Context: an optimization exercise on an open-source flow, tuned for small area, a short achievable clock period and few clock cycles. The choices shown serve that exercise and are no tape-out recipe.
Function was checked by simulation only, so behaviour that the tests miss may differ from the original.
Power and IR drop assume default switching activity.

==> flow/design.v <==
module lzw_encoder (
    input  wire       clk,
    input  wire       rst,         
    input  wire       in_valid,
    output wire       in_ready,
    input  wire [7:0] in_data,
    input  wire       in_last,
    output wire       out_valid,
    input  wire       out_ready,
    output wire [8:0] out_code,
    output wire       out_last,
    output wire       out_err
);
    reg [8:0] dict_prefix [0:255];
    reg [7:0] dict_byte   [0:255];
    reg       v0;
    reg [7:0] c0;
    reg       l0;
    reg       first;       
    reg       drop;        
    reg [8:0] n;           
    reg [8:0] w;           
    reg [1:0]  qcnt;
    reg [10:0] q0, q1, q2;    
    wire full = n[8];
    wire room = ~qcnt[1];                  
    wire proc = v0 & room;                 
    assign in_ready  = ~v0 | room;
    assign out_valid = (qcnt != 2'd0);
    assign out_code  = q0[8:0];
    assign out_last  = q0[9];
    assign out_err   = q0[10];
    reg [15:0]  hi_gt, hi_eq, lo_gt;
    reg [255:0] valid;
    reg [255:0] m;
    reg         hit;
    reg [7:0]   idx;
    integer j, b, k;
    always @* begin
        for (k = 0; k < 16; k = k + 1) begin
            hi_gt[k] = full | (n[7:4] > k);
            hi_eq[k] = (n[7:4] == k);
            lo_gt[k] = (n[3:0] > k);
        end
        for (j = 0; j < 256; j = j + 1)
            valid[j] = ~first & (hi_gt[j / 16] | (hi_eq[j / 16] & lo_gt[j % 16]));
        for (j = 0; j < 256; j = j + 1)
            m[j] = valid[j] && (dict_prefix[j] == w) && (dict_byte[j] == c0);
        hit = |m;
        for (b = 0; b < 8; b = b + 1) begin
            idx[b] = 1'b0;
            for (j = 0; j < 256; j = j + 1)
                if (j[b]) idx[b] = idx[b] | m[j];
        end
    end
    wire        miss   = ~first & ~hit;
    wire [8:0]  w_next = {hit, hit ? idx : c0};
    wire        va = ~drop & (l0 | miss);
    wire [10:0] da = {miss & full, miss ? full : l0, miss ? w : w_next};
    wire        vb = ~drop & miss & ~full & l0;
    wire [10:0] db = {1'b0, 1'b1, 1'b0, c0};
    wire        ea = proc & va;
    wire        eb = proc & vb;
    wire in_fire  = in_valid & in_ready;
    wire out_fire = out_valid & out_ready;
    always @(posedge clk) begin
        if (rst) begin
            v0    <= 1'b0;
            first <= 1'b1;
            drop  <= 1'b0;
            n     <= 9'd0;
            w     <= 9'd0;
        end else begin
            if (in_fire) begin
                v0 <= 1'b1;
                c0 <= in_data;
                l0 <= in_last;
            end else if (proc) begin
                v0 <= 1'b0;
            end
            if (proc) begin
                if (drop) begin
                    if (l0) begin
                        drop  <= 1'b0;
                        first <= 1'b1;
                        n     <= 9'd0;
                    end
                end else begin
                    w <= w_next;
                    if (l0) begin
                        first <= 1'b1;
                        n     <= 9'd0;
                    end else begin
                        first <= 1'b0;
                        if (miss) begin
                            if (full) drop <= 1'b1;
                            else      n <= n + 9'd1;
                        end
                    end
                end
            end
        end
    end
    always @(posedge clk) begin
        if (!full) begin
            dict_prefix[n[7:0]] <= w;
            dict_byte[n[7:0]]   <= c0;
        end
    end
    reg [1:0]  cnt1;
    reg [10:0] s0, s1, s2;
    always @* begin
        s0 = out_fire ? q1 : q0;
        s1 = out_fire ? q2 : q1;
        s2 = q2;
        cnt1 = qcnt - {1'b0, out_fire};
        case (cnt1)
            2'd0: begin s0 = da; s1 = db; end
            2'd1: begin s1 = da; s2 = db; end
            2'd2: s2 = da;
            default: ;
        endcase
    end
    always @(posedge clk) begin
        if (rst) qcnt <= 2'd0;
        else     qcnt <= cnt1 + {1'b0, ea} + {1'b0, eb};
        q0 <= s0;
        q1 <= s1;
        q2 <= s2;
    end
endmodule
Settings: LEC_CHECK=0, ABC_CLOCK_PERIOD_IN_PS=4500, CAP_MARGIN=20, CORE_MARGIN=2, CORE_UTILIZATION=45, SETUP_SLACK_MARGIN=3.0, SLEW_MARGIN=20; clock period 8.0 ns.
run.sh (not shown) runs the stock make flow with config.mk's settings and CLKGATE_MAP_FILE= SYNTH_SCRIPT=/design/flow/synth_recipe.tcl, a recipe that flattens the netlist after the stock synthesis.
The baseline completed without violations.
Testbench counts at the start, summed over its fixed seeds: cycles 9,447.
Then changed:
--- a/flow/config.mk
+++ b/flow/config.mk
@@ -8 +8 @@
-export ABC_CLOCK_PERIOD_IN_PS = 4500
+export ABC_CLOCK_PERIOD_IN_PS = 3000
@@ -12 +12 @@
-export SETUP_SLACK_MARGIN = 3.0
+export SETUP_SLACK_MARGIN = 4.5
Result: Wire length goes up by a little under a tenth; total power goes up slightly; combinational power goes up by about a fifth; core utilization goes up by 2.0 points; cell area goes up by a few percent; critical path depth goes up by 3; worst hold slack hardly moves; clock-buffer cell count goes down by 11; global-route usage goes up by 2.5 points.

## what the ideal ports hide
The results above use ideal ports. As a check the final layouts listed here were re-extracted and re-timed, cells and wires unchanged.
Step 1 sets driving cells, clkbuf_16 on the clock port and buf_2 on the other inputs (assumed; they add their load-dependent delay and slew).
Step 2 also shifts input and output timing later by t, the mid clock arrival at the registers, as if the neighbouring blocks saw the same clock.
Slacks: no drivers / after step 1 / after step 2; pairs: no drivers / after step 1.
| run | t, ns | setup WS [ns] | worst register clock-pin slew, ns |
|---|---|---|---|
| the first run | 1.115 | 2.876 / 2.876 / 2.876 | 0.07 / 0.07 |
| the second run | 1.125 | 3.128 / 3.128 / 3.128 | 0.07 / 0.07 |
After both steps every run listed still meets setup and hold.
